Background: an optimization exercise with open tools, aiming at small area, a short achievable clock period and few clock cycles per item. Do not read the settings as production practice. Function was checked by simulation only, so behaviour that the tests miss may differ from the original.

==> flow/design.v, too long to show whole: its modules and the start of the top module <==
// module lpc_mul: 238 lines
// module lpc_mac: 257 lines
// module lpc_booth: 15 lines
// module lpc_excitation: 69 lines
// module lpc_synth: 154 lines
module lpc_synth (
    input  wire        clk,
    input  wire        rst,
    input  wire        in_valid,
    output wire        in_ready,
    input  wire        unvoiced,
    input  wire [7:0]  pitch,
    input  wire [9:0]  energy,
    input  wire [99:0] k,           
    output reg         out_valid,
    output wire [9:0]  out_sample
);
  // ...
==> flow/run.sh <==
#!/bin/bash
# synth_recipe.tcl (not shown) runs the flow's synth.tcl, then flattens the netlist and writes it again
# the make line also repeats each setting of config.mk as NAME=value (left out here)
make -C /OpenROAD-flow-scripts/flow DESIGN_CONFIG=/design/flow/config.mk WORK_HOME=/design/flow/orfs CLKGATE_MAP_FILE= SYNTH_SCRIPT=/design/flow/synth_recipe.tcl finish
==> flow/config.mk <==
export PLATFORM = sky130hd
export DESIGN_NAME = lpc_synth
export DESIGN_NICKNAME = lpc_synth
export VERILOG_FILES = /design/flow/design.v
export SDC_FILE = /design/flow/constraint.sdc
export NUM_CORES = 4
export LEC_CHECK = 0
export CAP_MARGIN = 20
export CORE_MARGIN = 2
export CORE_UTILIZATION = 40
export SLEW_MARGIN = 20
==> flow/constraint.sdc <==
create_clock -name core_clock -period 12.0 [get_ports {clk}]
set_input_delay 2.4000 -clock core_clock [delete_from_list [all_inputs] [get_ports {clk}]]
set_output_delay 2.4000 -clock core_clock [all_outputs]
set_load 0.01 [all_outputs]
==> results.sh, run 1 <==
export IMPL_status="timing/DRC/antenna clean"
export IMPL_critPathLaunchType="register"
export IMPL_synth_seq_cells=450
export IMPL_min_to="exc_r[5]"
export IMPL_worst_setup_path_type="register to register"
export IMPL_cp_arrival_ns=6.98
export IMPL_fin_crit_sh_pct=54.1
export IMPL_core_area_mm2=0.110
export IMPL_fmaxAchievable_ghz=0.154
export IMPL_worstRegToRegCells=15
export IMPL_io_pins=134
export IMPL_cts_resized=0
export IMPL_rows=122
export IMPL_synth_top_cell_area_share_pct=20.3
export IMPL_use_met1_pct=33.1
export IMPL_fin_area_mm2=0.0486
export IMPL_wl_met2_um=61100
export IMPL_cts_setup_buffers=0
export IMPL_cp_startpoint="sel3[0]"
export IMPL_rsz0062_at_grt="false"
export IMPL_wl_per_cell_um=21.1
export IMPL_synth_top_family_by_area="adder cells"
export IMPL_fin_ws_ns=5.50
export IMPL_fin_crit_ns=6.50
export IMPL_fin_nets=5789
export IMPL_drt_iter0_markers=3370
export IMPL_grt_pass1_vias=35500
export IMPL_worst_skew_pair_late_latency_ns=0.66
export IMPL_holdBufCountCts=0
export IMPL_nMultiInputCombCells=3675
Testbench counts, summed over its fixed seeds: cycles 64,008, items 16,000.
==> module lpc_mul, before the edit <==
module lpc_mul (
    input  wire [9:0]  a,
    input  wire [14:0] b,
    output wire [15:0] p
);
    wire neg0 = a[1] & ~(a[0] & 1'b0);
    wire one0 = a[0] ^ 1'b0;
    wire two0 = (a[1] & ~a[0] & ~1'b0) | (~a[1] & a[0] & 1'b0);
    wire pp0_0 = ((one0 & b[0]) | (two0 & 1'b0)) ^ neg0;
    wire pp0_1 = ((one0 & b[1]) | (two0 & b[0])) ^ neg0;
    wire pp0_2 = ((one0 & b[2]) | (two0 & b[1])) ^ neg0;
    wire pp0_3 = ((one0 & b[3]) | (two0 & b[2])) ^ neg0;
    wire pp0_4 = ((one0 & b[4]) | (two0 & b[3])) ^ neg0;
    wire pp0_5 = ((one0 & b[5]) | (two0 & b[4])) ^ neg0;
    wire pp0_6 = ((one0 & b[6]) | (two0 & b[5])) ^ neg0;
    wire pp0_7 = ((one0 & b[7]) | (two0 & b[6])) ^ neg0;
    wire pp0_8 = ((one0 & b[8]) | (two0 & b[7])) ^ neg0;
    wire pp0_9 = ((one0 & b[9]) | (two0 & b[8])) ^ neg0;
    wire pp0_10 = ((one0 & b[10]) | (two0 & b[9])) ^ neg0;
    wire pp0_11 = ((one0 & b[11]) | (two0 & b[10])) ^ neg0;
    wire pp0_12 = ((one0 & b[12]) | (two0 & b[11])) ^ neg0;
    wire pp0_13 = ((one0 & b[13]) | (two0 & b[12])) ^ neg0;
    wire pp0_14 = ((one0 & b[14]) | (two0 & b[13])) ^ neg0;
    wire pp0_15 = ((one0 & b[14]) | (two0 & b[14])) ^ neg0;
    wire pp0_16 = ((one0 & b[14]) | (two0 & b[14])) ^ neg0;
    wire neg1 = a[3] & ~(a[2] & a[1]);
    wire one1 = a[2] ^ a[1];
    wire two1 = (a[3] & ~a[2] & ~a[1]) | (~a[3] & a[2] & a[1]);
    wire pp1_0 = ((one1 & b[0]) | (two1 & 1'b0)) ^ neg1;
    wire pp1_1 = ((one1 & b[1]) | (two1 & b[0])) ^ neg1;
    wire pp1_2 = ((one1 & b[2]) | (two1 & b[1])) ^ neg1;
    wire pp1_3 = ((one1 & b[3]) | (two1 & b[2])) ^ neg1;
    wire pp1_4 = ((one1 & b[4]) | (two1 & b[3])) ^ neg1;
    wire pp1_5 = ((one1 & b[5]) | (two1 & b[4])) ^ neg1;
    wire pp1_6 = ((one1 & b[6]) | (two1 & b[5])) ^ neg1;
    wire pp1_7 = ((one1 & b[7]) | (two1 & b[6])) ^ neg1;
    wire pp1_8 = ((one1 & b[8]) | (two1 & b[7])) ^ neg1;
    wire pp1_9 = ((one1 & b[9]) | (two1 & b[8])) ^ neg1;
    wire pp1_10 = ((one1 & b[10]) | (two1 & b[9])) ^ neg1;
    wire pp1_11 = ((one1 & b[11]) | (two1 & b[10])) ^ neg1;
    wire pp1_12 = ((one1 & b[12]) | (two1 & b[11])) ^ neg1;
    wire pp1_13 = ((one1 & b[13]) | (two1 & b[12])) ^ neg1;
    wire pp1_14 = ((one1 & b[14]) | (two1 & b[13])) ^ neg1;
    wire pp1_15 = ((one1 & b[14]) | (two1 & b[14])) ^ neg1;
    wire pp1_16 = ((one1 & b[14]) | (two1 & b[14])) ^ neg1;
    wire neg2 = a[5] & ~(a[4] & a[3]);
    wire one2 = a[4] ^ a[3];
    wire two2 = (a[5] & ~a[4] & ~a[3]) | (~a[5] & a[4] & a[3]);
    wire pp2_0 = ((one2 & b[0]) | (two2 & 1'b0)) ^ neg2;
    wire pp2_1 = ((one2 & b[1]) | (two2 & b[0])) ^ neg2;
    wire pp2_2 = ((one2 & b[2]) | (two2 & b[1])) ^ neg2;
    wire pp2_3 = ((one2 & b[3]) | (two2 & b[2])) ^ neg2;
    wire pp2_4 = ((one2 & b[4]) | (two2 & b[3])) ^ neg2;
    wire pp2_5 = ((one2 & b[5]) | (two2 & b[4])) ^ neg2;
    wire pp2_6 = ((one2 & b[6]) | (two2 & b[5])) ^ neg2;
    wire pp2_7 = ((one2 & b[7]) | (two2 & b[6])) ^ neg2;
    wire pp2_8 = ((one2 & b[8]) | (two2 & b[7])) ^ neg2;
    wire pp2_9 = ((one2 & b[9]) | (two2 & b[8])) ^ neg2;
    wire pp2_10 = ((one2 & b[10]) | (two2 & b[9])) ^ neg2;
    wire pp2_11 = ((one2 & b[11]) | (two2 & b[10])) ^ neg2;
    wire pp2_12 = ((one2 & b[12]) | (two2 & b[11])) ^ neg2;
    wire pp2_13 = ((one2 & b[13]) | (two2 & b[12])) ^ neg2;
    wire pp2_14 = ((one2 & b[14]) | (two2 & b[13])) ^ neg2;
    wire pp2_15 = ((one2 & b[14]) | (two2 & b[14])) ^ neg2;
    wire pp2_16 = ((one2 & b[14]) | (two2 & b[14])) ^ neg2;
    wire neg3 = a[7] & ~(a[6] & a[5]);
    wire one3 = a[6] ^ a[5];
    wire two3 = (a[7] & ~a[6] & ~a[5]) | (~a[7] & a[6] & a[5]);
    wire pp3_0 = ((one3 & b[0]) | (two3 & 1'b0)) ^ neg3;
    wire pp3_1 = ((one3 & b[1]) | (two3 & b[0])) ^ neg3;
    wire pp3_2 = ((one3 & b[2]) | (two3 & b[1])) ^ neg3;
    wire pp3_3 = ((one3 & b[3]) | (two3 & b[2])) ^ neg3;
    wire pp3_4 = ((one3 & b[4]) | (two3 & b[3])) ^ neg3;
    wire pp3_5 = ((one3 & b[5]) | (two3 & b[4])) ^ neg3;
    wire pp3_6 = ((one3 & b[6]) | (two3 & b[5])) ^ neg3;
    wire pp3_7 = ((one3 & b[7]) | (two3 & b[6])) ^ neg3;
    wire pp3_8 = ((one3 & b[8]) | (two3 & b[7])) ^ neg3;
    wire pp3_9 = ((one3 & b[9]) | (two3 & b[8])) ^ neg3;
    wire pp3_10 = ((one3 & b[10]) | (two3 & b[9])) ^ neg3;
    wire pp3_11 = ((one3 & b[11]) | (two3 & b[10])) ^ neg3;
    wire pp3_12 = ((one3 & b[12]) | (two3 & b[11])) ^ neg3;
    wire pp3_13 = ((one3 & b[13]) | (two3 & b[12])) ^ neg3;
    wire pp3_14 = ((one3 & b[14]) | (two3 & b[13])) ^ neg3;
    wire pp3_15 = ((one3 & b[14]) | (two3 & b[14])) ^ neg3;
    wire pp3_16 = ((one3 & b[14]) | (two3 & b[14])) ^ neg3;
    wire neg4 = a[9] & ~(a[8] & a[7]);
    wire one4 = a[8] ^ a[7];
    wire two4 = (a[9] & ~a[8] & ~a[7]) | (~a[9] & a[8] & a[7]);
    wire pp4_0 = ((one4 & b[0]) | (two4 & 1'b0)) ^ neg4;
    wire pp4_1 = ((one4 & b[1]) | (two4 & b[0])) ^ neg4;
    wire pp4_2 = ((one4 & b[2]) | (two4 & b[1])) ^ neg4;
    wire pp4_3 = ((one4 & b[3]) | (two4 & b[2])) ^ neg4;
    wire pp4_4 = ((one4 & b[4]) | (two4 & b[3])) ^ neg4;
    wire pp4_5 = ((one4 & b[5]) | (two4 & b[4])) ^ neg4;
    wire pp4_6 = ((one4 & b[6]) | (two4 & b[5])) ^ neg4;
    wire pp4_7 = ((one4 & b[7]) | (two4 & b[6])) ^ neg4;
    wire pp4_8 = ((one4 & b[8]) | (two4 & b[7])) ^ neg4;
    wire pp4_9 = ((one4 & b[9]) | (two4 & b[8])) ^ neg4;
    wire pp4_10 = ((one4 & b[10]) | (two4 & b[9])) ^ neg4;
    wire pp4_11 = ((one4 & b[11]) | (two4 & b[10])) ^ neg4;
    wire pp4_12 = ((one4 & b[12]) | (two4 & b[11])) ^ neg4;
    wire pp4_13 = ((one4 & b[13]) | (two4 & b[12])) ^ neg4;
    wire pp4_14 = ((one4 & b[14]) | (two4 & b[13])) ^ neg4;
    wire pp4_15 = ((one4 & b[14]) | (two4 & b[14])) ^ neg4;
    wire pp4_16 = ((one4 & b[14]) | (two4 & b[14])) ^ neg4;
    wire hs0 = pp0_6 ^ pp1_4;
    wire hc0 = pp0_6 & pp1_4;
    wire hs1 = pp0_7 ^ pp1_5;
    wire hc1 = pp0_7 & pp1_5;
    wire fs0 = pp0_8 ^ pp1_6 ^ pp2_4;
    wire fc0 = (pp0_8 & pp1_6) | (pp0_8 & pp2_4) | (pp1_6 & pp2_4);
    wire hs2 = pp3_2 ^ pp4_0;
    wire hc2 = pp3_2 & pp4_0;
    wire fs1 = pp0_9 ^ pp1_7 ^ pp2_5;
    wire fc1 = (pp0_9 & pp1_7) | (pp0_9 & pp2_5) | (pp1_7 & pp2_5);
    wire hs3 = pp3_3 ^ pp4_1;
    wire hc3 = pp3_3 & pp4_1;
    wire fs2 = pp0_10 ^ pp1_8 ^ pp2_6;
    wire fc2 = (pp0_10 & pp1_8) | (pp0_10 & pp2_6) | (pp1_8 & pp2_6);
    wire hs4 = pp3_4 ^ pp4_2;
    wire hc4 = pp3_4 & pp4_2;
    wire fs3 = pp0_11 ^ pp1_9 ^ pp2_7;
    wire fc3 = (pp0_11 & pp1_9) | (pp0_11 & pp2_7) | (pp1_9 & pp2_7);
    wire hs5 = pp3_5 ^ pp4_3;
    wire hc5 = pp3_5 & pp4_3;
    wire fs4 = pp0_12 ^ pp1_10 ^ pp2_8;
    wire fc4 = (pp0_12 & pp1_10) | (pp0_12 & pp2_8) | (pp1_10 & pp2_8);
    wire hs6 = pp3_6 ^ pp4_4;
    wire hc6 = pp3_6 & pp4_4;
    wire fs5 = pp0_13 ^ pp1_11 ^ pp2_9;
    wire fc5 = (pp0_13 & pp1_11) | (pp0_13 & pp2_9) | (pp1_11 & pp2_9);
    wire hs7 = pp3_7 ^ pp4_5;
    wire hc7 = pp3_7 & pp4_5;
    wire fs6 = pp0_14 ^ pp1_12 ^ pp2_10;
    wire fc6 = (pp0_14 & pp1_12) | (pp0_14 & pp2_10) | (pp1_12 & pp2_10);
    wire hs8 = pp3_8 ^ pp4_6;
    wire hc8 = pp3_8 & pp4_6;
    wire fs7 = pp0_15 ^ pp1_13 ^ pp2_11;
    wire fc7 = (pp0_15 & pp1_13) | (pp0_15 & pp2_11) | (pp1_13 & pp2_11);
    wire hs9 = pp3_9 ^ pp4_7;
    wire hc9 = pp3_9 & pp4_7;
    wire fs8 = ~pp0_16 ^ pp1_14 ^ pp2_12;
    wire fc8 = (~pp0_16 & pp1_14) | (~pp0_16 & pp2_12) | (pp1_14 & pp2_12);
    wire fs9 = pp3_10 ^ pp4_8 ^ 1'b1;
    wire fc9 = (pp3_10 & pp4_8) | (pp3_10 & 1'b1) | (pp4_8 & 1'b1);
    wire fs10 = pp1_15 ^ pp2_13 ^ pp3_11;
    wire fc10 = (pp1_15 & pp2_13) | (pp1_15 & pp3_11) | (pp2_13 & pp3_11);
    wire hs10 = pp4_9 ^ 1'b1;
    wire hc10 = pp4_9 & 1'b1;
    wire fs11 = ~pp1_16 ^ pp2_14 ^ pp3_12;
    wire fc11 = (~pp1_16 & pp2_14) | (~pp1_16 & pp3_12) | (pp2_14 & pp3_12);
    wire hs11 = pp2_15 ^ pp3_13;
    wire hc11 = pp2_15 & pp3_13;
    wire hs12 = pp0_4 ^ pp1_2;
    wire hc12 = pp0_4 & pp1_2;
    wire hs13 = pp0_5 ^ pp1_3;
    wire hc13 = pp0_5 & pp1_3;
    wire fs12 = pp2_2 ^ pp3_0 ^ neg3;
    wire fc12 = (pp2_2 & pp3_0) | (pp2_2 & neg3) | (pp3_0 & neg3);
    wire fs13 = pp2_3 ^ pp3_1 ^ hs1;
    wire fc13 = (pp2_3 & pp3_1) | (pp2_3 & hs1) | (pp3_1 & hs1);
    wire fs14 = neg4 ^ fs0 ^ hs2;
    wire fc14 = (neg4 & fs0) | (neg4 & hs2) | (fs0 & hs2);
    wire fs15 = fs1 ^ hs3 ^ fc0;
    wire fc15 = (fs1 & hs3) | (fs1 & fc0) | (hs3 & fc0);
    wire fs16 = fs2 ^ hs4 ^ fc1;
    wire fc16 = (fs2 & hs4) | (fs2 & fc1) | (hs4 & fc1);
    wire fs17 = fs3 ^ hs5 ^ fc2;
    wire fc17 = (fs3 & hs5) | (fs3 & fc2) | (hs5 & fc2);
    wire fs18 = fs4 ^ hs6 ^ fc3;
    wire fc18 = (fs4 & hs6) | (fs4 & fc3) | (hs6 & fc3);
    wire fs19 = fs5 ^ hs7 ^ fc4;
    wire fc19 = (fs5 & hs7) | (fs5 & fc4) | (hs7 & fc4);
    wire fs20 = fs6 ^ hs8 ^ fc5;
    wire fc20 = (fs6 & hs8) | (fs6 & fc5) | (hs8 & fc5);
    wire fs21 = fs7 ^ hs9 ^ fc6;
    wire fc21 = (fs7 & hs9) | (fs7 & fc6) | (hs9 & fc6);
    wire fs22 = fs8 ^ fs9 ^ fc7;
    wire fc22 = (fs8 & fs9) | (fs8 & fc7) | (fs9 & fc7);
    wire fs23 = fs10 ^ hs10 ^ fc8;
    wire fc23 = (fs10 & hs10) | (fs10 & fc8) | (hs10 & fc8);
    wire fs24 = pp4_10 ^ fs11 ^ fc10;
    wire fc24 = (pp4_10 & fs11) | (pp4_10 & fc10) | (fs11 & fc10);
    wire fs25 = pp4_11 ^ 1'b1 ^ hs11;
    wire fc25 = (pp4_11 & 1'b1) | (pp4_11 & hs11) | (1'b1 & hs11);
    wire fs26 = ~pp2_16 ^ pp3_14 ^ pp4_12;
    wire fc26 = (~pp2_16 & pp3_14) | (~pp2_16 & pp4_12) | (pp3_14 & pp4_12);
    wire hs14 = pp3_15 ^ pp4_13;
    wire hc14 = pp3_15 & pp4_13;
    wire hs15 = pp0_2 ^ pp1_0;
    wire hc15 = pp0_2 & pp1_0;
    wire hs16 = pp0_3 ^ pp1_1;
    wire hc16 = pp0_3 & pp1_1;
    wire fs27 = pp2_0 ^ neg2 ^ hs12;
    wire fc27 = (pp2_0 & neg2) | (pp2_0 & hs12) | (neg2 & hs12);
    wire fs28 = pp2_1 ^ hs13 ^ hc12;
    wire fc28 = (pp2_1 & hs13) | (pp2_1 & hc12) | (hs13 & hc12);
    wire fs29 = hs0 ^ fs12 ^ hc13;
    wire fc29 = (hs0 & fs12) | (hs0 & hc13) | (fs12 & hc13);
    wire fs30 = hc0 ^ fs13 ^ fc12;
    wire fc30 = (hc0 & fs13) | (hc0 & fc12) | (fs13 & fc12);
    wire fs31 = hc1 ^ fs14 ^ fc13;
    wire fc31 = (hc1 & fs14) | (hc1 & fc13) | (fs14 & fc13);
    wire fs32 = hc2 ^ fs15 ^ fc14;
    wire fc32 = (hc2 & fs15) | (hc2 & fc14) | (fs15 & fc14);
    wire fs33 = hc3 ^ fs16 ^ fc15;
    wire fc33 = (hc3 & fs16) | (hc3 & fc15) | (fs16 & fc15);
    wire fs34 = hc4 ^ fs17 ^ fc16;
    wire fc34 = (hc4 & fs17) | (hc4 & fc16) | (fs17 & fc16);
    wire fs35 = hc5 ^ fs18 ^ fc17;
    wire fc35 = (hc5 & fs18) | (hc5 & fc17) | (fs18 & fc17);
    wire fs36 = hc6 ^ fs19 ^ fc18;
    wire fc36 = (hc6 & fs19) | (hc6 & fc18) | (fs19 & fc18);
    wire fs37 = hc7 ^ fs20 ^ fc19;
    wire fc37 = (hc7 & fs20) | (hc7 & fc19) | (fs20 & fc19);
    wire fs38 = hc8 ^ fs21 ^ fc20;
    wire fc38 = (hc8 & fs21) | (hc8 & fc20) | (fs21 & fc20);
    wire fs39 = hc9 ^ fs22 ^ fc21;
    wire fc39 = (hc9 & fs22) | (hc9 & fc21) | (fs22 & fc21);
    wire fs40 = fc9 ^ fs23 ^ fc22;
    wire fc40 = (fc9 & fs23) | (fc9 & fc22) | (fs23 & fc22);
    wire fs41 = hc10 ^ fs24 ^ fc23;
    wire fc41 = (hc10 & fs24) | (hc10 & fc23) | (fs24 & fc23);
    wire fs42 = fc11 ^ fs25 ^ fc24;
    wire fc42 = (fc11 & fs25) | (fc11 & fc24) | (fs25 & fc24);
    wire fs43 = hc11 ^ fs26 ^ fc25;
    wire fc43 = (hc11 & fs26) | (hc11 & fc25) | (fs26 & fc25);
    wire fs44 = 1'b1 ^ hs14 ^ fc26;
    wire fc44 = (1'b1 & hs14) | (1'b1 & fc26) | (hs14 & fc26);
    wire fs45 = ~pp3_16 ^ pp4_14 ^ hc14;
    wire fc45 = (~pp3_16 & pp4_14) | (~pp3_16 & hc14) | (pp4_14 & hc14);
    wire hs17 = pp4_15 ^ 1'b1;
    wire hc17 = pp4_15 & 1'b1;
    wire [24:0] r0 = {~pp4_16, hs17, fs45, fs44, fs43, fs42, fs41, fs40, fs39, fs38, fs37, fs36, fs35, fs34, fs33, fs32, fs31, fs30, fs29, fs28, fs27, hs16, neg1, pp0_1, pp0_0};
    wire [24:0] r1 = {hc17, fc45, fc44, fc43, fc42, fc41, fc40, fc39, fc38, fc37, fc36, fc35, fc34, fc33, fc32, fc31, fc30, fc29, fc28, fc27, hc16, hc15, hs15, 1'b0, neg0};
    wire [24:0] s = r0 + r1;
    assign p = s[24:9];
endmodule
==> module lpc_mac, before the edit <==
module lpc_mac (
    input  wire [14:0] d,
    input  wire [14:0] b,
    input  wire [14:0] c,
    output wire [15:0] p
);
    wire neg0 = d[2];
    wire two0 = d[1];
    wire one0 = d[0];
    wire pp0_0 = ((one0 & b[0]) | (two0 & 1'b0)) ^ neg0;
    wire pp0_1 = ((one0 & b[1]) | (two0 & b[0])) ^ neg0;
    wire pp0_2 = ((one0 & b[2]) | (two0 & b[1])) ^ neg0;
    wire pp0_3 = ((one0 & b[3]) | (two0 & b[2])) ^ neg0;
    wire pp0_4 = ((one0 & b[4]) | (two0 & b[3])) ^ neg0;
    wire pp0_5 = ((one0 & b[5]) | (two0 & b[4])) ^ neg0;
    wire pp0_6 = ((one0 & b[6]) | (two0 & b[5])) ^ neg0;
    wire pp0_7 = ((one0 & b[7]) | (two0 & b[6])) ^ neg0;
    wire pp0_8 = ((one0 & b[8]) | (two0 & b[7])) ^ neg0;
    wire pp0_9 = ((one0 & b[9]) | (two0 & b[8])) ^ neg0;
    wire pp0_10 = ((one0 & b[10]) | (two0 & b[9])) ^ neg0;
    wire pp0_11 = ((one0 & b[11]) | (two0 & b[10])) ^ neg0;
    wire pp0_12 = ((one0 & b[12]) | (two0 & b[11])) ^ neg0;
    wire pp0_13 = ((one0 & b[13]) | (two0 & b[12])) ^ neg0;
    wire pp0_14 = ((one0 & b[14]) | (two0 & b[13])) ^ neg0;
    wire pp0_15 = ((one0 & b[14]) | (two0 & b[14])) ^ neg0;
    wire pp0_16 = ((one0 & b[14]) | (two0 & b[14])) ^ neg0;
    wire neg1 = d[5];
    wire two1 = d[4];
    wire one1 = d[3];
    wire pp1_0 = ((one1 & b[0]) | (two1 & 1'b0)) ^ neg1;
    wire pp1_1 = ((one1 & b[1]) | (two1 & b[0])) ^ neg1;
    wire pp1_2 = ((one1 & b[2]) | (two1 & b[1])) ^ neg1;
    wire pp1_3 = ((one1 & b[3]) | (two1 & b[2])) ^ neg1;
    wire pp1_4 = ((one1 & b[4]) | (two1 & b[3])) ^ neg1;
    wire pp1_5 = ((one1 & b[5]) | (two1 & b[4])) ^ neg1;
    wire pp1_6 = ((one1 & b[6]) | (two1 & b[5])) ^ neg1;
    wire pp1_7 = ((one1 & b[7]) | (two1 & b[6])) ^ neg1;
    wire pp1_8 = ((one1 & b[8]) | (two1 & b[7])) ^ neg1;
    wire pp1_9 = ((one1 & b[9]) | (two1 & b[8])) ^ neg1;
    wire pp1_10 = ((one1 & b[10]) | (two1 & b[9])) ^ neg1;
    wire pp1_11 = ((one1 & b[11]) | (two1 & b[10])) ^ neg1;
    wire pp1_12 = ((one1 & b[12]) | (two1 & b[11])) ^ neg1;
    wire pp1_13 = ((one1 & b[13]) | (two1 & b[12])) ^ neg1;
    wire pp1_14 = ((one1 & b[14]) | (two1 & b[13])) ^ neg1;
    wire pp1_15 = ((one1 & b[14]) | (two1 & b[14])) ^ neg1;
    wire pp1_16 = ((one1 & b[14]) | (two1 & b[14])) ^ neg1;
    wire neg2 = d[8];
    wire two2 = d[7];
    wire one2 = d[6];
    wire pp2_0 = ((one2 & b[0]) | (two2 & 1'b0)) ^ neg2;
    wire pp2_1 = ((one2 & b[1]) | (two2 & b[0])) ^ neg2;
    wire pp2_2 = ((one2 & b[2]) | (two2 & b[1])) ^ neg2;
    wire pp2_3 = ((one2 & b[3]) | (two2 & b[2])) ^ neg2;
    wire pp2_4 = ((one2 & b[4]) | (two2 & b[3])) ^ neg2;
    wire pp2_5 = ((one2 & b[5]) | (two2 & b[4])) ^ neg2;
    wire pp2_6 = ((one2 & b[6]) | (two2 & b[5])) ^ neg2;
    wire pp2_7 = ((one2 & b[7]) | (two2 & b[6])) ^ neg2;
    wire pp2_8 = ((one2 & b[8]) | (two2 & b[7])) ^ neg2;
    wire pp2_9 = ((one2 & b[9]) | (two2 & b[8])) ^ neg2;
    wire pp2_10 = ((one2 & b[10]) | (two2 & b[9])) ^ neg2;
    wire pp2_11 = ((one2 & b[11]) | (two2 & b[10])) ^ neg2;
    wire pp2_12 = ((one2 & b[12]) | (two2 & b[11])) ^ neg2;
    wire pp2_13 = ((one2 & b[13]) | (two2 & b[12])) ^ neg2;
    wire pp2_14 = ((one2 & b[14]) | (two2 & b[13])) ^ neg2;
    wire pp2_15 = ((one2 & b[14]) | (two2 & b[14])) ^ neg2;
    wire pp2_16 = ((one2 & b[14]) | (two2 & b[14])) ^ neg2;
    wire neg3 = d[11];
    wire two3 = d[10];
    wire one3 = d[9];
    wire pp3_0 = ((one3 & b[0]) | (two3 & 1'b0)) ^ neg3;
    wire pp3_1 = ((one3 & b[1]) | (two3 & b[0])) ^ neg3;
    wire pp3_2 = ((one3 & b[2]) | (two3 & b[1])) ^ neg3;
    wire pp3_3 = ((one3 & b[3]) | (two3 & b[2])) ^ neg3;
    wire pp3_4 = ((one3 & b[4]) | (two3 & b[3])) ^ neg3;
    wire pp3_5 = ((one3 & b[5]) | (two3 & b[4])) ^ neg3;
    wire pp3_6 = ((one3 & b[6]) | (two3 & b[5])) ^ neg3;
    wire pp3_7 = ((one3 & b[7]) | (two3 & b[6])) ^ neg3;
    wire pp3_8 = ((one3 & b[8]) | (two3 & b[7])) ^ neg3;
    wire pp3_9 = ((one3 & b[9]) | (two3 & b[8])) ^ neg3;
    wire pp3_10 = ((one3 & b[10]) | (two3 & b[9])) ^ neg3;
    wire pp3_11 = ((one3 & b[11]) | (two3 & b[10])) ^ neg3;
    wire pp3_12 = ((one3 & b[12]) | (two3 & b[11])) ^ neg3;
    wire pp3_13 = ((one3 & b[13]) | (two3 & b[12])) ^ neg3;
    wire pp3_14 = ((one3 & b[14]) | (two3 & b[13])) ^ neg3;
    wire pp3_15 = ((one3 & b[14]) | (two3 & b[14])) ^ neg3;
    wire pp3_16 = ((one3 & b[14]) | (two3 & b[14])) ^ neg3;
    wire neg4 = d[14];
    wire two4 = d[13];
    wire one4 = d[12];
    wire pp4_0 = ((one4 & b[0]) | (two4 & 1'b0)) ^ neg4;
    wire pp4_1 = ((one4 & b[1]) | (two4 & b[0])) ^ neg4;
    wire pp4_2 = ((one4 & b[2]) | (two4 & b[1])) ^ neg4;
    wire pp4_3 = ((one4 & b[3]) | (two4 & b[2])) ^ neg4;
    wire pp4_4 = ((one4 & b[4]) | (two4 & b[3])) ^ neg4;
    wire pp4_5 = ((one4 & b[5]) | (two4 & b[4])) ^ neg4;
    wire pp4_6 = ((one4 & b[6]) | (two4 & b[5])) ^ neg4;
    wire pp4_7 = ((one4 & b[7]) | (two4 & b[6])) ^ neg4;
    wire pp4_8 = ((one4 & b[8]) | (two4 & b[7])) ^ neg4;
    wire pp4_9 = ((one4 & b[9]) | (two4 & b[8])) ^ neg4;
    wire pp4_10 = ((one4 & b[10]) | (two4 & b[9])) ^ neg4;
    wire pp4_11 = ((one4 & b[11]) | (two4 & b[10])) ^ neg4;
    wire pp4_12 = ((one4 & b[12]) | (two4 & b[11])) ^ neg4;
    wire pp4_13 = ((one4 & b[13]) | (two4 & b[12])) ^ neg4;
    wire pp4_14 = ((one4 & b[14]) | (two4 & b[13])) ^ neg4;
    wire pp4_15 = ((one4 & b[14]) | (two4 & b[14])) ^ neg4;
    wire pp4_16 = ((one4 & b[14]) | (two4 & b[14])) ^ neg4;
    wire hs0 = ~pp0_16 ^ pp1_14;
    wire hc0 = ~pp0_16 & pp1_14;
    wire hs1 = pp1_15 ^ pp2_13;
    wire hc1 = pp1_15 & pp2_13;
    wire hs2 = pp0_6 ^ pp1_4;
    wire hc2 = pp0_6 & pp1_4;
    wire hs3 = pp0_7 ^ pp1_5;
    wire hc3 = pp0_7 & pp1_5;
    wire fs0 = pp0_8 ^ pp1_6 ^ pp2_4;
    wire fc0 = (pp0_8 & pp1_6) | (pp0_8 & pp2_4) | (pp1_6 & pp2_4);
    wire hs4 = pp3_2 ^ pp4_0;
    wire hc4 = pp3_2 & pp4_0;
    wire fs1 = pp0_9 ^ pp1_7 ^ pp2_5;
    wire fc1 = (pp0_9 & pp1_7) | (pp0_9 & pp2_5) | (pp1_7 & pp2_5);
    wire fs2 = pp3_3 ^ pp4_1 ^ c[0];
    wire fc2 = (pp3_3 & pp4_1) | (pp3_3 & c[0]) | (pp4_1 & c[0]);
    wire fs3 = pp0_10 ^ pp1_8 ^ pp2_6;
    wire fc3 = (pp0_10 & pp1_8) | (pp0_10 & pp2_6) | (pp1_8 & pp2_6);
    wire fs4 = pp3_4 ^ pp4_2 ^ c[1];
    wire fc4 = (pp3_4 & pp4_2) | (pp3_4 & c[1]) | (pp4_2 & c[1]);
    wire fs5 = pp0_11 ^ pp1_9 ^ pp2_7;
    wire fc5 = (pp0_11 & pp1_9) | (pp0_11 & pp2_7) | (pp1_9 & pp2_7);
    wire fs6 = pp3_5 ^ pp4_3 ^ c[2];
    wire fc6 = (pp3_5 & pp4_3) | (pp3_5 & c[2]) | (pp4_3 & c[2]);
    wire fs7 = pp0_12 ^ pp1_10 ^ pp2_8;
    wire fc7 = (pp0_12 & pp1_10) | (pp0_12 & pp2_8) | (pp1_10 & pp2_8);
    wire fs8 = pp3_6 ^ pp4_4 ^ c[3];
    wire fc8 = (pp3_6 & pp4_4) | (pp3_6 & c[3]) | (pp4_4 & c[3]);
    wire fs9 = pp0_13 ^ pp1_11 ^ pp2_9;
    wire fc9 = (pp0_13 & pp1_11) | (pp0_13 & pp2_9) | (pp1_11 & pp2_9);
    wire fs10 = pp3_7 ^ pp4_5 ^ c[4];
    wire fc10 = (pp3_7 & pp4_5) | (pp3_7 & c[4]) | (pp4_5 & c[4]);
    wire fs11 = pp0_14 ^ pp1_12 ^ pp2_10;
    wire fc11 = (pp0_14 & pp1_12) | (pp0_14 & pp2_10) | (pp1_12 & pp2_10);
    wire fs12 = pp3_8 ^ pp4_6 ^ c[5];
    wire fc12 = (pp3_8 & pp4_6) | (pp3_8 & c[5]) | (pp4_6 & c[5]);
    wire fs13 = pp0_15 ^ pp1_13 ^ pp2_11;
    wire fc13 = (pp0_15 & pp1_13) | (pp0_15 & pp2_11) | (pp1_13 & pp2_11);
    wire fs14 = pp3_9 ^ pp4_7 ^ c[6];
    wire fc14 = (pp3_9 & pp4_7) | (pp3_9 & c[6]) | (pp4_7 & c[6]);
    wire fs15 = pp2_12 ^ pp3_10 ^ pp4_8;
    wire fc15 = (pp2_12 & pp3_10) | (pp2_12 & pp4_8) | (pp3_10 & pp4_8);
    wire fs16 = c[7] ^ 1'b1 ^ hs0;
    wire fc16 = (c[7] & 1'b1) | (c[7] & hs0) | (1'b1 & hs0);
    wire fs17 = pp3_11 ^ pp4_9 ^ c[8];
    wire fc17 = (pp3_11 & pp4_9) | (pp3_11 & c[8]) | (pp4_9 & c[8]);
    wire fs18 = 1'b1 ^ hs1 ^ hc0;
    wire fc18 = (1'b1 & hs1) | (1'b1 & hc0) | (hs1 & hc0);
    wire fs19 = ~pp1_16 ^ pp2_14 ^ pp3_12;
    wire fc19 = (~pp1_16 & pp2_14) | (~pp1_16 & pp3_12) | (pp2_14 & pp3_12);
    wire fs20 = pp4_10 ^ c[9] ^ hc1;
    wire fc20 = (pp4_10 & c[9]) | (pp4_10 & hc1) | (c[9] & hc1);
    wire fs21 = pp2_15 ^ pp3_13 ^ pp4_11;
    wire fc21 = (pp2_15 & pp3_13) | (pp2_15 & pp4_11) | (pp3_13 & pp4_11);
    wire hs5 = c[10] ^ 1'b1;
    wire hc5 = c[10] & 1'b1;
    wire fs22 = ~pp2_16 ^ pp3_14 ^ pp4_12;
    wire fc22 = (~pp2_16 & pp3_14) | (~pp2_16 & pp4_12) | (pp3_14 & pp4_12);
    wire hs6 = pp3_15 ^ pp4_13;
    wire hc6 = pp3_15 & pp4_13;
    wire hs7 = pp0_4 ^ pp1_2;
    wire hc7 = pp0_4 & pp1_2;
    wire hs8 = pp0_5 ^ pp1_3;
    wire hc8 = pp0_5 & pp1_3;
    wire fs23 = pp2_2 ^ pp3_0 ^ neg3;
    wire fc23 = (pp2_2 & pp3_0) | (pp2_2 & neg3) | (pp3_0 & neg3);
    wire fs24 = pp2_3 ^ pp3_1 ^ hs3;
    wire fc24 = (pp2_3 & pp3_1) | (pp2_3 & hs3) | (pp3_1 & hs3);
    wire fs25 = neg4 ^ fs0 ^ hs4;
    wire fc25 = (neg4 & fs0) | (neg4 & hs4) | (fs0 & hs4);
    wire fs26 = fs1 ^ fs2 ^ fc0;
    wire fc26 = (fs1 & fs2) | (fs1 & fc0) | (fs2 & fc0);
    wire fs27 = fs3 ^ fs4 ^ fc1;
    wire fc27 = (fs3 & fs4) | (fs3 & fc1) | (fs4 & fc1);
    wire fs28 = fs5 ^ fs6 ^ fc3;
    wire fc28 = (fs5 & fs6) | (fs5 & fc3) | (fs6 & fc3);
    wire fs29 = fs7 ^ fs8 ^ fc5;
    wire fc29 = (fs7 & fs8) | (fs7 & fc5) | (fs8 & fc5);
    wire fs30 = fs9 ^ fs10 ^ fc7;
    wire fc30 = (fs9 & fs10) | (fs9 & fc7) | (fs10 & fc7);
    wire fs31 = fs11 ^ fs12 ^ fc9;
    wire fc31 = (fs11 & fs12) | (fs11 & fc9) | (fs12 & fc9);
    wire fs32 = fs13 ^ fs14 ^ fc11;
    wire fc32 = (fs13 & fs14) | (fs13 & fc11) | (fs14 & fc11);
    wire fs33 = fs15 ^ fs16 ^ fc13;
    wire fc33 = (fs15 & fs16) | (fs15 & fc13) | (fs16 & fc13);
    wire fs34 = fs17 ^ fs18 ^ fc15;
    wire fc34 = (fs17 & fs18) | (fs17 & fc15) | (fs18 & fc15);
    wire fs35 = fs19 ^ fs20 ^ fc17;
    wire fc35 = (fs19 & fs20) | (fs19 & fc17) | (fs20 & fc17);
    wire fs36 = fs21 ^ hs5 ^ fc19;
    wire fc36 = (fs21 & hs5) | (fs21 & fc19) | (hs5 & fc19);
    wire fs37 = c[11] ^ fs22 ^ fc21;
    wire fc37 = (c[11] & fs22) | (c[11] & fc21) | (fs22 & fc21);
    wire fs38 = c[12] ^ 1'b1 ^ hs6;
    wire fc38 = (c[12] & 1'b1) | (c[12] & hs6) | (1'b1 & hs6);
    wire fs39 = ~pp3_16 ^ pp4_14 ^ c[13];
    wire fc39 = (~pp3_16 & pp4_14) | (~pp3_16 & c[13]) | (pp4_14 & c[13]);
    wire hs9 = pp4_15 ^ c[14];
    wire hc9 = pp4_15 & c[14];
    wire hs10 = pp0_2 ^ pp1_0;
    wire hc10 = pp0_2 & pp1_0;
    wire hs11 = pp0_3 ^ pp1_1;
    wire hc11 = pp0_3 & pp1_1;
    wire fs40 = pp2_0 ^ neg2 ^ hs7;
    wire fc40 = (pp2_0 & neg2) | (pp2_0 & hs7) | (neg2 & hs7);
    wire fs41 = pp2_1 ^ hs8 ^ hc7;
    wire fc41 = (pp2_1 & hs8) | (pp2_1 & hc7) | (hs8 & hc7);
    wire fs42 = hs2 ^ fs23 ^ hc8;
    wire fc42 = (hs2 & fs23) | (hs2 & hc8) | (fs23 & hc8);
    wire fs43 = hc2 ^ fs24 ^ fc23;
    wire fc43 = (hc2 & fs24) | (hc2 & fc23) | (fs24 & fc23);
    wire fs44 = hc3 ^ fs25 ^ fc24;
    wire fc44 = (hc3 & fs25) | (hc3 & fc24) | (fs25 & fc24);
    wire fs45 = hc4 ^ fs26 ^ fc25;
    wire fc45 = (hc4 & fs26) | (hc4 & fc25) | (fs26 & fc25);
    wire fs46 = fc2 ^ fs27 ^ fc26;
    wire fc46 = (fc2 & fs27) | (fc2 & fc26) | (fs27 & fc26);
    wire fs47 = fc4 ^ fs28 ^ fc27;
    wire fc47 = (fc4 & fs28) | (fc4 & fc27) | (fs28 & fc27);
    wire fs48 = fc6 ^ fs29 ^ fc28;
    wire fc48 = (fc6 & fs29) | (fc6 & fc28) | (fs29 & fc28);
    wire fs49 = fc8 ^ fs30 ^ fc29;
    wire fc49 = (fc8 & fs30) | (fc8 & fc29) | (fs30 & fc29);
    wire fs50 = fc10 ^ fs31 ^ fc30;
    wire fc50 = (fc10 & fs31) | (fc10 & fc30) | (fs31 & fc30);
    wire fs51 = fc12 ^ fs32 ^ fc31;
    wire fc51 = (fc12 & fs32) | (fc12 & fc31) | (fs32 & fc31);
    wire fs52 = fc14 ^ fs33 ^ fc32;
    wire fc52 = (fc14 & fs33) | (fc14 & fc32) | (fs33 & fc32);
    wire fs53 = fc16 ^ fs34 ^ fc33;
    wire fc53 = (fc16 & fs34) | (fc16 & fc33) | (fs34 & fc33);
    wire fs54 = fc18 ^ fs35 ^ fc34;
    wire fc54 = (fc18 & fs35) | (fc18 & fc34) | (fs35 & fc34);
    wire fs55 = fc20 ^ fs36 ^ fc35;
    wire fc55 = (fc20 & fs36) | (fc20 & fc35) | (fs36 & fc35);
    wire fs56 = hc5 ^ fs37 ^ fc36;
    wire fc56 = (hc5 & fs37) | (hc5 & fc36) | (fs37 & fc36);
    wire fs57 = fc22 ^ fs38 ^ fc37;
    wire fc57 = (fc22 & fs38) | (fc22 & fc37) | (fs38 & fc37);
    wire fs58 = hc6 ^ fs39 ^ fc38;
    wire fc58 = (hc6 & fs39) | (hc6 & fc38) | (fs39 & fc38);
    wire fs59 = 1'b1 ^ hs9 ^ fc39;
    wire fc59 = (1'b1 & hs9) | (1'b1 & fc39) | (hs9 & fc39);
    wire hs12 = ~pp4_16 ^ hc9;
    wire hc12 = ~pp4_16 & hc9;
    wire [24:0] r0 = {hs12, fs59, fs58, fs57, fs56, fs55, fs54, fs53, fs52, fs51, fs50, fs49, fs48, fs47, fs46, fs45, fs44, fs43, fs42, fs41, fs40, hs11, neg1, pp0_1, pp0_0};
    wire [24:0] r1 = {fc59, fc58, fc57, fc56, fc55, fc54, fc53, fc52, fc51, fc50, fc49, fc48, fc47, fc46, fc45, fc44, fc43, fc42, fc41, fc40, hc11, hc10, hs10, 1'b0, neg0};
    wire [24:0] s = r0 + r1;
    assign p = s[24:9];
endmodule
==> run 2: changes to the inputs <==
--- a/flow/design.v
+++ b/flow/design.v
@@ -233,8 +233,132 @@
     wire hc17 = pp4_15 & 1'b1;
     wire [24:0] r0 = {~pp4_16, hs17, fs45, fs44, fs43, fs42, fs41, fs40, fs39, fs38, fs37, fs36, fs35, fs34, fs33, fs32, fs31, fs30, fs29, fs28, fs27, hs16, neg1, pp0_1, pp0_0};
     wire [24:0] r1 = {hc17, fc45, fc44, fc43, fc42, fc41, fc40, fc39, fc38, fc37, fc36, fc35, fc34, fc33, fc32, fc31, fc30, fc29, fc28, fc27, hc16, hc15, hs15, 1'b0, neg0};
-    wire [24:0] s = r0 + r1;
-    assign p = s[24:9];
+    wire [24:0] pg = r0 ^ r1;
+    wire [24:0] gg = r0 & r1;
+    wire l0_1g = gg[1] | (pg[1] & gg[0]);
+    wire l0_1p = pg[1] & pg[0];
+    wire l0_3g = gg[3] | (pg[3] & gg[2]);
+    wire l0_3p = pg[3] & pg[2];
+    wire l0_5g = gg[5] | (pg[5] & gg[4]);
+    wire l0_5p = pg[5] & pg[4];
+    wire l0_7g = gg[7] | (pg[7] & gg[6]);
+    wire l0_7p = pg[7] & pg[6];
+    wire l0_9g = gg[9] | (pg[9] & gg[8]);
+    wire l0_9p = pg[9] & pg[8];
+    wire l0_11g = gg[11] | (pg[11] & gg[10]);
+    wire l0_11p = pg[11] & pg[10];
+    wire l0_13g = gg[13] | (pg[13] & gg[12]);
+    wire l0_13p = pg[13] & pg[12];
+    wire l0_15g = gg[15] | (pg[15] & gg[14]);
+    wire l0_15p = pg[15] & pg[14];
+    wire l0_17g = gg[17] | (pg[17] & gg[16]);
+    wire l0_17p = pg[17] & pg[16];
+    wire l0_19g = gg[19] | (pg[19] & gg[18]);
+    wire l0_19p = pg[19] & pg[18];
+    wire l0_21g = gg[21] | (pg[21] & gg[20]);
+    wire l0_21p = pg[21] & pg[20];
+    wire l0_23g = gg[23] | (pg[23] & gg[22]);
+    wire l0_23p = pg[23] & pg[22];
+    wire l1_2g = gg[2] | (pg[2] & l0_1g);
+    wire l1_2p = pg[2] & l0_1p;
+    wire l1_3g = l0_3g | (l0_3p & l0_1g);
+    wire l1_3p = l0_3p & l0_1p;
+    wire l1_6g = gg[6] | (pg[6] & l0_5g);
+    wire l1_6p = pg[6] & l0_5p;
+    wire l1_7g = l0_7g | (l0_7p & l0_5g);
+    wire l1_7p = l0_7p & l0_5p;
+    wire l1_10g = gg[10] | (pg[10] & l0_9g);
+    wire l1_10p = pg[10] & l0_9p;
+    wire l1_11g = l0_11g | (l0_11p & l0_9g);
+    wire l1_11p = l0_11p & l0_9p;
+    wire l1_14g = gg[14] | (pg[14] & l0_13g);
+    wire l1_14p = pg[14] & l0_13p;
+    wire l1_15g = l0_15g | (l0_15p & l0_13g);
+    wire l1_15p = l0_15p & l0_13p;
+    wire l1_18g = gg[18] | (pg[18] & l0_17g);
+    wire l1_18p = pg[18] & l0_17p;
+    wire l1_19g = l0_19g | (l0_19p & l0_17g);
+    wire l1_19p = l0_19p & l0_17p;
+    wire l1_22g = gg[22] | (pg[22] & l0_21g);
+    wire l1_22p = pg[22] & l0_21p;
+    wire l1_23g = l0_23g | (l0_23p & l0_21g);
+    wire l1_23p = l0_23p & l0_21p;
+    wire l2_4g = gg[4] | (pg[4] & l1_3g);
+    wire l2_4p = pg[4] & l1_3p;
+    wire l2_5g = l0_5g | (l0_5p & l1_3g);
+    wire l2_5p = l0_5p & l1_3p;
+    wire l2_6g = l1_6g | (l1_6p & l1_3g);
+    wire l2_6p = l1_6p & l1_3p;
+    wire l2_7g = l1_7g | (l1_7p & l1_3g);
+    wire l2_7p = l1_7p & l1_3p;
+    wire l2_12g = gg[12] | (pg[12] & l1_11g);
+    wire l2_12p = pg[12] & l1_11p;
+    wire l2_13g = l0_13g | (l0_13p & l1_11g);
+    wire l2_13p = l0_13p & l1_11p;
+    wire l2_14g = l1_14g | (l1_14p & l1_11g);
+    wire l2_14p = l1_14p & l1_11p;
+    wire l2_15g = l1_15g | (l1_15p & l1_11g);
+    wire l2_15p = l1_15p & l1_11p;
+    wire l2_20g = gg[20] | (pg[20] & l1_19g);
+    wire l2_20p = pg[20] & l1_19p;
+    wire l2_21g = l0_21g | (l0_21p & l1_19g);
+    wire l2_21p = l0_21p & l1_19p;
+    wire l2_22g = l1_22g | (l1_22p & l1_19g);
+    wire l2_22p = l1_22p & l1_19p;
+    wire l2_23g = l1_23g | (l1_23p & l1_19g);
+    wire l2_23p = l1_23p & l1_19p;
+    wire l3_8g = gg[8] | (pg[8] & l2_7g);
+    wire l3_8p = pg[8] & l2_7p;
+    wire l3_9g = l0_9g | (l0_9p & l2_7g);
+    wire l3_9p = l0_9p & l2_7p;
+    wire l3_10g = l1_10g | (l1_10p & l2_7g);
+    wire l3_10p = l1_10p & l2_7p;
+    wire l3_11g = l1_11g | (l1_11p & l2_7g);
+    wire l3_11p = l1_11p & l2_7p;
+    wire l3_12g = l2_12g | (l2_12p & l2_7g);
+    wire l3_12p = l2_12p & l2_7p;
+    wire l3_13g = l2_13g | (l2_13p & l2_7g);
+    wire l3_13p = l2_13p & l2_7p;
+    wire l3_14g = l2_14g | (l2_14p & l2_7g);
+    wire l3_14p = l2_14p & l2_7p;
+    wire l3_15g = l2_15g | (l2_15p & l2_7g);
+    wire l3_15p = l2_15p & l2_7p;
+    wire l3_24g = gg[24] | (pg[24] & l2_23g);
+    wire l3_24p = pg[24] & l2_23p;
+    wire l4_16g = gg[16] | (pg[16] & l3_15g);
+    wire l4_16p = pg[16] & l3_15p;
+    wire l4_17g = l0_17g | (l0_17p & l3_15g);
+    wire l4_17p = l0_17p & l3_15p;
+    wire l4_18g = l1_18g | (l1_18p & l3_15g);
+    wire l4_18p = l1_18p & l3_15p;
+    wire l4_19g = l1_19g | (l1_19p & l3_15g);
+    wire l4_19p = l1_19p & l3_15p;
+    wire l4_20g = l2_20g | (l2_20p & l3_15g);
+    wire l4_20p = l2_20p & l3_15p;
+    wire l4_21g = l2_21g | (l2_21p & l3_15g);
+    wire l4_21p = l2_21p & l3_15p;
+    wire l4_22g = l2_22g | (l2_22p & l3_15g);
+    wire l4_22p = l2_22p & l3_15p;
+    wire l4_23g = l2_23g | (l2_23p & l3_15g);
+    wire l4_23p = l2_23p & l3_15p;
+    wire l4_24g = l3_24g | (l3_24p & l3_15g);
+    wire l4_24p = l3_24p & l3_15p;
+    assign p[0] = pg[9] ^ l3_8g;
+    assign p[1] = pg[10] ^ l3_9g;
+    assign p[2] = pg[11] ^ l3_10g;
+    assign p[3] = pg[12] ^ l3_11g;
+    assign p[4] = pg[13] ^ l3_12g;
+    assign p[5] = pg[14] ^ l3_13g;
+    assign p[6] = pg[15] ^ l3_14g;
+    assign p[7] = pg[16] ^ l3_15g;
+    assign p[8] = pg[17] ^ l4_16g;
+    assign p[9] = pg[18] ^ l4_17g;
+    assign p[10] = pg[19] ^ l4_18g;
+    assign p[11] = pg[20] ^ l4_19g;
+    assign p[12] = pg[21] ^ l4_20g;
+    assign p[13] = pg[22] ^ l4_21g;
+    assign p[14] = pg[23] ^ l4_22g;
+    assign p[15] = pg[24] ^ l4_23g;
 endmodule
 module lpc_mac (
     input  wire [14:0] d,
@@ -490,8 +614,132 @@
     wire hc12 = ~pp4_16 & hc9;
     wire [24:0] r0 = {hs12, fs59, fs58, fs57, fs56, fs55, fs54, fs53, fs52, fs51, fs50, fs49, fs48, fs47, fs46, fs45, fs44, fs43, fs42, fs41, fs40, hs11, neg1, pp0_1, pp0_0};
     wire [24:0] r1 = {fc59, fc58, fc57, fc56, fc55, fc54, fc53, fc52, fc51, fc50, fc49, fc48, fc47, fc46, fc45, fc44, fc43, fc42, fc41, fc40, hc11, hc10, hs10, 1'b0, neg0};
-    wire [24:0] s = r0 + r1;
-    assign p = s[24:9];
+    wire [24:0] pg = r0 ^ r1;
+    wire [24:0] gg = r0 & r1;
+    wire l0_1g = gg[1] | (pg[1] & gg[0]);
+    wire l0_1p = pg[1] & pg[0];
+    wire l0_3g = gg[3] | (pg[3] & gg[2]);
+    wire l0_3p = pg[3] & pg[2];
+    wire l0_5g = gg[5] | (pg[5] & gg[4]);
+    wire l0_5p = pg[5] & pg[4];
+    wire l0_7g = gg[7] | (pg[7] & gg[6]);
+    wire l0_7p = pg[7] & pg[6];
+    wire l0_9g = gg[9] | (pg[9] & gg[8]);
+    wire l0_9p = pg[9] & pg[8];
+    wire l0_11g = gg[11] | (pg[11] & gg[10]);
+    wire l0_11p = pg[11] & pg[10];
+    wire l0_13g = gg[13] | (pg[13] & gg[12]);
+    wire l0_13p = pg[13] & pg[12];
+    wire l0_15g = gg[15] | (pg[15] & gg[14]);
+    wire l0_15p = pg[15] & pg[14];
+    wire l0_17g = gg[17] | (pg[17] & gg[16]);
+    wire l0_17p = pg[17] & pg[16];
+    wire l0_19g = gg[19] | (pg[19] & gg[18]);
+    wire l0_19p = pg[19] & pg[18];
+    wire l0_21g = gg[21] | (pg[21] & gg[20]);
+    wire l0_21p = pg[21] & pg[20];
+    wire l0_23g = gg[23] | (pg[23] & gg[22]);
+    wire l0_23p = pg[23] & pg[22];
+    wire l1_2g = gg[2] | (pg[2] & l0_1g);
+    wire l1_2p = pg[2] & l0_1p;
+    wire l1_3g = l0_3g | (l0_3p & l0_1g);
+    wire l1_3p = l0_3p & l0_1p;
+    wire l1_6g = gg[6] | (pg[6] & l0_5g);
+    wire l1_6p = pg[6] & l0_5p;
+    wire l1_7g = l0_7g | (l0_7p & l0_5g);
+    wire l1_7p = l0_7p & l0_5p;
+    wire l1_10g = gg[10] | (pg[10] & l0_9g);
+    wire l1_10p = pg[10] & l0_9p;
+    wire l1_11g = l0_11g | (l0_11p & l0_9g);
+    wire l1_11p = l0_11p & l0_9p;
+    wire l1_14g = gg[14] | (pg[14] & l0_13g);
+    wire l1_14p = pg[14] & l0_13p;
+    wire l1_15g = l0_15g | (l0_15p & l0_13g);
+    wire l1_15p = l0_15p & l0_13p;
+    wire l1_18g = gg[18] | (pg[18] & l0_17g);
+    wire l1_18p = pg[18] & l0_17p;
+    wire l1_19g = l0_19g | (l0_19p & l0_17g);
+    wire l1_19p = l0_19p & l0_17p;
+    wire l1_22g = gg[22] | (pg[22] & l0_21g);
+    wire l1_22p = pg[22] & l0_21p;
+    wire l1_23g = l0_23g | (l0_23p & l0_21g);
+    wire l1_23p = l0_23p & l0_21p;
+    wire l2_4g = gg[4] | (pg[4] & l1_3g);
+    wire l2_4p = pg[4] & l1_3p;
+    wire l2_5g = l0_5g | (l0_5p & l1_3g);
+    wire l2_5p = l0_5p & l1_3p;
+    wire l2_6g = l1_6g | (l1_6p & l1_3g);
+    wire l2_6p = l1_6p & l1_3p;
+    wire l2_7g = l1_7g | (l1_7p & l1_3g);
+    wire l2_7p = l1_7p & l1_3p;
+    wire l2_12g = gg[12] | (pg[12] & l1_11g);
+    wire l2_12p = pg[12] & l1_11p;
+    wire l2_13g = l0_13g | (l0_13p & l1_11g);
+    wire l2_13p = l0_13p & l1_11p;
+    wire l2_14g = l1_14g | (l1_14p & l1_11g);
+    wire l2_14p = l1_14p & l1_11p;
+    wire l2_15g = l1_15g | (l1_15p & l1_11g);
+    wire l2_15p = l1_15p & l1_11p;
+    wire l2_20g = gg[20] | (pg[20] & l1_19g);
+    wire l2_20p = pg[20] & l1_19p;
+    wire l2_21g = l0_21g | (l0_21p & l1_19g);
+    wire l2_21p = l0_21p & l1_19p;
+    wire l2_22g = l1_22g | (l1_22p & l1_19g);
+    wire l2_22p = l1_22p & l1_19p;
+    wire l2_23g = l1_23g | (l1_23p & l1_19g);
+    wire l2_23p = l1_23p & l1_19p;
+    wire l3_8g = gg[8] | (pg[8] & l2_7g);
+    wire l3_8p = pg[8] & l2_7p;
+    wire l3_9g = l0_9g | (l0_9p & l2_7g);
+    wire l3_9p = l0_9p & l2_7p;
+    wire l3_10g = l1_10g | (l1_10p & l2_7g);
+    wire l3_10p = l1_10p & l2_7p;
+    wire l3_11g = l1_11g | (l1_11p & l2_7g);
+    wire l3_11p = l1_11p & l2_7p;
+    wire l3_12g = l2_12g | (l2_12p & l2_7g);
+    wire l3_12p = l2_12p & l2_7p;
+    wire l3_13g = l2_13g | (l2_13p & l2_7g);
+    wire l3_13p = l2_13p & l2_7p;
+    wire l3_14g = l2_14g | (l2_14p & l2_7g);
+    wire l3_14p = l2_14p & l2_7p;
+    wire l3_15g = l2_15g | (l2_15p & l2_7g);
+    wire l3_15p = l2_15p & l2_7p;
+    wire l3_24g = gg[24] | (pg[24] & l2_23g);
+    wire l3_24p = pg[24] & l2_23p;
+    wire l4_16g = gg[16] | (pg[16] & l3_15g);
+    wire l4_16p = pg[16] & l3_15p;
+    wire l4_17g = l0_17g | (l0_17p & l3_15g);
+    wire l4_17p = l0_17p & l3_15p;
+    wire l4_18g = l1_18g | (l1_18p & l3_15g);
+    wire l4_18p = l1_18p & l3_15p;
+    wire l4_19g = l1_19g | (l1_19p & l3_15g);
+    wire l4_19p = l1_19p & l3_15p;
+    wire l4_20g = l2_20g | (l2_20p & l3_15g);
+    wire l4_20p = l2_20p & l3_15p;
+    wire l4_21g = l2_21g | (l2_21p & l3_15g);
+    wire l4_21p = l2_21p & l3_15p;
+    wire l4_22g = l2_22g | (l2_22p & l3_15g);
+    wire l4_22p = l2_22p & l3_15p;
+    wire l4_23g = l2_23g | (l2_23p & l3_15g);
+    wire l4_23p = l2_23p & l3_15p;
+    wire l4_24g = l3_24g | (l3_24p & l3_15g);
+    wire l4_24p = l3_24p & l3_15p;
+    assign p[0] = pg[9] ^ l3_8g;
+    assign p[1] = pg[10] ^ l3_9g;
+    assign p[2] = pg[11] ^ l3_10g;
+    assign p[3] = pg[12] ^ l3_11g;
+    assign p[4] = pg[13] ^ l3_12g;
+    assign p[5] = pg[14] ^ l3_13g;
+    assign p[6] = pg[15] ^ l3_14g;
+    assign p[7] = pg[16] ^ l3_15g;
+    assign p[8] = pg[17] ^ l4_16g;
+    assign p[9] = pg[18] ^ l4_17g;
+    assign p[10] = pg[19] ^ l4_18g;
+    assign p[11] = pg[20] ^ l4_19g;
+    assign p[12] = pg[21] ^ l4_20g;
+    assign p[13] = pg[22] ^ l4_21g;
+    assign p[14] = pg[23] ^ l4_22g;
+    assign p[15] = pg[24] ^ l4_23g;
 endmodule
 module lpc_booth (
     input  wire [9:0]  a,
@@ -514,7 +762,9 @@
     input  wire       step,
     input  wire       unvoiced,
     input  wire [7:0] pitch,       
-    output reg  [7:0] exc          
+    output reg  [7:0] exc,         
+    output wire [7:0] chirp_next,
+    output wire       noise_neg
 );
     localparam [12:0] LFSR_SEED = 13'h1FFF;
     localparam [7:0]  NOISE_AMP = 8'd64;
@@ -553,6 +803,17 @@
     wire        fb        = lfsr[12] ^ lfsr[3] ^ lfsr[2] ^ lfsr[0];
     wire [12:0] lfsr_next = {lfsr[11:0], fb};
     wire [7:0]  pc_inc    = pitch_count + 8'd1;
+    reg [7:0] pc_after;
+    always @(*) begin
+        if (unvoiced)
+            pc_after = pitch_count;
+        else if (pc_inc >= pitch)
+            pc_after = 8'd0;
+        else
+            pc_after = pc_inc;
+    end
+    assign chirp_next = (pc_after < CHIRP_LEN) ? chirp(pc_after) : 8'd0;
+    assign noise_neg  = lfsr_next[0];
     always @(*) begin
         if (unvoiced)
             exc = lfsr_next[0] ? (~NOISE_AMP + 8'd1) : NOISE_AMP;
@@ -599,7 +860,7 @@
     reg [14:0] b_r [0:4];           
     reg [15:0] p_r [0:4];           
     reg [18:0] base_r;              
-    reg [7:0]  exc_r;               
+    reg [13:0] u10v_r;              
     reg [9:0]  prev_energy;
     reg [14:0] x   [0:9];
     reg [14:0] xn  [0:9];           
@@ -617,25 +878,25 @@
             st_next = S_IDLE;
     end
     wire [7:0] exc;
+    wire [7:0] chirp_next;
+    wire       noise_neg;
     lpc_excitation u_exc (
-        .clk      (clk),
-        .rst      (rst),
-        .step     (accept),
-        .unvoiced (unvoiced),
-        .pitch    (pitch),
-        .exc      (exc)
-    );
-    wire [15:0] u10;
-    lpc_mul u_mul_e (
-        .a (prev_energy),
-        .b ({exc_r[7], exc_r, 6'd0}),
-        .p (u10)
+        .clk        (clk),
+        .rst        (rst),
+        .step       (accept),
+        .unvoiced   (unvoiced),
+        .pitch      (pitch),
+        .exc        (exc),
+        .chirp_next (chirp_next),
+        .noise_neg  (noise_neg)
     );
+    wire [13:0] e8  = {{1{prev_energy[9]}}, prev_energy, 3'd0};
+    wire [13:0] u10 = unvoiced ? (noise_neg ? -e8 : e8) : u10v_r;
     wire [15:0] m [0:4];
     genvar g;
     generate
         for (g = 0; g < 5; g = g + 1) begin : g_mul
-            wire [14:0] c = ({15{sel3[g]}}  & x[g+5])
+            wire [14:0] c = (g < 4 ? {15{sel3[g]}} & x[g+5] : 15'd0)
                           | ({15{sel4[g]}}  & x[g]);
             lpc_mac u_mac (
                 .d (kd[g]),
@@ -682,6 +943,8 @@
     assign out_sample = clamped[11:2];
     wire [14:0] kd_hi [0:4];
     wire [14:0] kd_lo [0:4];
+    wire [14:0] kd_en;
+    lpc_booth u_en (.a (energy), .d (kd_en));
     generate
         for (g = 0; g < 5; g = g + 1) begin : g_enc
             lpc_booth u_hi (.a (k[(g+5)*10 +: 10]), .d (kd_hi[g]));
@@ -705,14 +968,17 @@
                 xn[i] = 15'd0;
     end
     always @(posedge clk) begin
-        exc_r <= exc;
-        base_r <= (st == S_C1) ? {{3{u10[15]}}, u10} : sfx[0];
+        base_r <= (st == S_C1) ? {{5{u10[13]}}, u10} : sfx[0];
         for (i = 0; i < 5; i = i + 1) begin
-            kd[i]  <= (st == S_IDLE || st == S_C2) ? kd_hi[i] : kd_lo[i];
+            if (i == 4 && st == S_C2)
+                kd[i] <= kd_en;
+            else
+                kd[i] <= (st == S_IDLE || st == S_C2) ? kd_hi[i] : kd_lo[i];
             p_r[i] <= m[i];
             case (st)
-                S_IDLE:  b_r[i] <= xn[i+5];
+                S_IDLE:  b_r[i] <= (i == 0 && out_valid) ? m[4][14:0] : x[i+5];
                 S_C1:    b_r[i] <= x[i];
+                S_C2:    b_r[i] <= (i == 4) ? {chirp_next[7], chirp_next, 6'd0} : sfx[i][14:0];
                 default: b_r[i] <= sfx[i][14:0];
             endcase
         end
@@ -724,10 +990,13 @@
         if (rst) begin
             out_valid   <= 1'b0;
             prev_energy <= 10'd0;
+            u10v_r      <= 14'd0;
         end else begin
             out_valid <= accept;
-            if (accept)
+            if (accept) begin
                 prev_energy <= energy;
+                u10v_r      <= m[4][13:0];
+            end
         end
     end
 endmodule
==> run 2 against run 1 <==
Core utilization increased by 0.15 points. Non-clock buffer count decreased by 2. Synthesized area down 9.0%. Still clean. Final area fell by 8.9%. Worst setup slack improved by 0.70 ns. Largest cell class unchanged.
==> results.sh, run 2 <==
export IMPL_status="timing/DRC/antenna clean"
export IMPL_syn_inst=4539
export IMPL_cp_common_cell="fa_1"
export IMPL_drc=0
export IMPL_drtPass1Iterations=6
export IMPL_fmaxAchievable_ghz=0.173
export IMPL_fill_cells=9762
export IMPL_cts_tree="done"
export IMPL_totalWireLength_um=116000
export IMPL_path_max_fanout=31
export IMPL_clk_pin_slew_ns=0.06
export IMPL_finalClockSkew_ns=0.0253
export IMPL_multi_input_area_mm2=0.0288
export IMPL_drv_slew=0
export IMPL_start_util_pct=40.4
export IMPL_synth_top_cell_area_share_pct=22.2
export IMPL_critPathSlowestCell="dfxtp_2"
export IMPL_dp_cells=5688
export IMPL_rows=116
export IMPL_critPathLaunchType="register"
export IMPL_rsz0062_at_grt="false"
export IMPL_clock_sinks=449
export IMPL_ant_nets=0
export IMPL_hold_viol_final=0
export IMPL_dieHeight_um=322
export IMPL_routed_via_density=5.56
export IMPL_dr_total_vias=32100
export IMPL_synth_flop_cell="dfxtp_1"
export IMPL_largest_reg_flops=150
export IMPL_biggestRegsByFlops="x: 150 flops, p_r: 80 flops"
export IMPL_yosys_warnings=12
export IMPL_fin_crit_sh_pct=48.3
export IMPL_numCtsBuffers=53
export IMPL_die_area_mm2=0.104
export IMPL_synth_cell_types=75
export IMPL_grt_antenna_before_repair=1
export IMPL_synth_seq_cells=449
export IMPL_synth_area_leaders="dfxtp_1 22%, fa_1 18%, ha_1 9.9%"
export IMPL_ff_latch_area_mm2=0.00900
export IMPL_worst_pin_slew_ns=1.12
export IMPL_synth_area_leader_cell="dfxtp_1"
export IMPL_synth_edf_count=0
export IMPL_fin_crit_ns=5.80
export IMPL_synth_common_cells="453 x a22oi_1, 449 x dfxtp_1, 414 x inv_1"
export IMPL_grt_pass1_wl_um=182000
export IMPL_dp_slack_ns=6.27
export IMPL_finalSetupViolations=0
export IMPL_cts_setup_buffers=0
export IMPL_cts_root_buffer="clkbuf_16"
export IMPL_holdBufCountCts=0
export IMPL_io_pins=134
export IMPL_die_w_um=322
export IMPL_cp_data_required_time_ns=12.57
export IMPL_portBuffers=133
export IMPL_crit_chain="buf_4 -> a22oi_1 -> fa_1 -> fa_1 -> fa_1 -> inv_1 -> ha_1 -> nand3_1 -> nor2_1 -> o21ai_0 -> and2_1 -> o21ai_0 -> a21oi_1 -> fa_1 -> xnor2_1 -> nand2_1 -> a21oi_1"
export IMPL_top_register="x"
export IMPL_n_antenna_cell=0
export IMPL_final_cell_mix="453 x a22oi_1, 445 x dfxtp_1, 413 x inv_1"
export IMPL_clockBufferDepth=3
export IMPL_layout_drive_gt1_share_pct=4.12
export IMPL_placed_area_mm2=0.0424
export IMPL_hpwl_um=86500
export IMPL_yosysMostFrequentCell="a22oi_1"
export IMPL_syn_num_nets=5335
export IMPL_timing_slew_headroom_pct=25.1
export IMPL_cts_resized=0
export IMPL_gp_congestion=0.901
export IMPL_yosysSeqAreaShare_pct=22.2
export IMPL_final_cells=5784
export IMPL_h_tree_depth=2
export IMPL_grt_overflow=0
export IMPL_fin_ws_ns=6.20
export IMPL_syn_area_per_cell_um2=8.91
export IMPL_cpPeakStageDelay_ns=0.84
export IMPL_syn_area_mm2=0.0405
export IMPL_hold_path_class="register to register"
export IMPL_tns_ns=0
export IMPL_core_area_mm2=0.100
export IMPL_area_growth_pct=9.39
export IMPL_cp_arrival_ns=6.37
export IMPL_drt_iter0_markers=2582
export IMPL_grt_max_degree=86
export IMPL_fin_nets=5241
export IMPL_track_usage_pct=22.3
export IMPL_final_common_cell="a22oi_1"
export IMPL_grt_pass1_vias=31400
export IMPL_async_reset_ff_share_pct=0
export IMPL_worst_skew_pair_late_latency_ns=0.65
export IMPL_max_cap_violations=0
export IMPL_fin_area_mm2=0.0442
export IMPL_endpoint_kind="register"
export IMPL_worst_setup_path_type="register to register"
export IMPL_wl_per_cell_um=20.0
run 2: layout make-up:
type	instances	share of cell area (%)
multi-input cells	3370	65.0
clock buffers	67	3.25
inverters	416	3.53
clock inverters	29	0.820
repair buffers	155	3.37
flip-flops and latches	449	20.3
well taps	1298	3.67
run 2: path summary, 6_finish.rpt:
path | start | to | slack (ns) | depth (start not counted)
worst max-delay path | sel3[0] | x[6][8] | 6.20 | 17
worst min-delay path | u10v_r[6] | u10v_r[6] | 0.45 | 2
worst max register to register | sel3[0] | x[6][8] | 6.20 | 17
worst min register to register | u10v_r[6] | u10v_r[6] | 0.45 | 2
run 2: layer usage:
layer | wire length [µm] | track usage (%) | up-vias
met1 | 52400 | 30.9 | 15600
li1 | - | - | 15300
met2 | 52200 | 35.3 | 1042
met3 | 7950 | 3.98 | 153
met4 | 3050 | 6.55 | 2
met5 | 16 | 0 | -
run 2: metrics by stage:
step | hold WS (ns) | utilization, %
after floorplan | 0.436 | -
after global placement | 0.442 | 42.4
after detailed placement | 0.447 | 42.4
after CTS | 0.456 | 44.2
after global routing | 0.472 | 44.2
final | 0.453 | 44.2
run 2: kinds of logic (layout without fill, tap and decap cells):
kind of cell,count (synthesis),count (layout),share of synthesized area [%]
muxes,127,127,3.28
adders and majority gates,674,674,27.4
buffers and inverters,720,667,6.76
DFF,449,449,22.2
AOI/OAI and AO/OA,1139,1139,18.9
xor gates and xnor gates,535,535,11.6
and+or+nand+nor,895,895,9.79
run 2: critical path, delay by kind of cell (launching register included):
family / cells / cell delay [ns]
and+or+nand+nor: 4 / 0.52
DFF: 1 / 0.84
AOI/OAI and AO/OA: 5 / 1.15
xor gates and xnor gates: 1 / 0.29
buffers and inverters: 2 / 0.56
adders and majority gates: 5 / 2.34
Testbench counts of run 2, summed over its fixed seeds: cycles 64,008, items 16,000.

-- what the ideal ports hide --
The results above use ideal ports. As a check the final layouts listed here were re-extracted and re-timed, cells and wires unchanged. Step 1 (the two cells are an assumption about what drives the block):
set clk [get_ports {clk}]
set_driving_cell -lib_cell sky130_fd_sc_hd__clkbuf_16 $clk
set_driving_cell -lib_cell sky130_fd_sc_hd__buf_2 [delete_from_list [all_inputs] $clk]
Step 2 times the ports against the registers' clock, not the clock port: input delays grow and output delays shrink by t, the midpoint of the rising clock arrivals with the driver on. a / b / c = no drivers / after step 1 / after step 2; a / b = the first two.
run | t (ns) | slack for setup (ns) | worst setup path after step 2 | worst register clock-pin slew, ns
run 1 | 0.714 | 5.504 / 5.504 / 5.504 | register to register | 0.07 / 0.07
run 2 | 0.707 | 6.204 / 6.204 / 6.204 | register to register | 0.07 / 0.07
After both steps setup and hold are still met in every run listed.
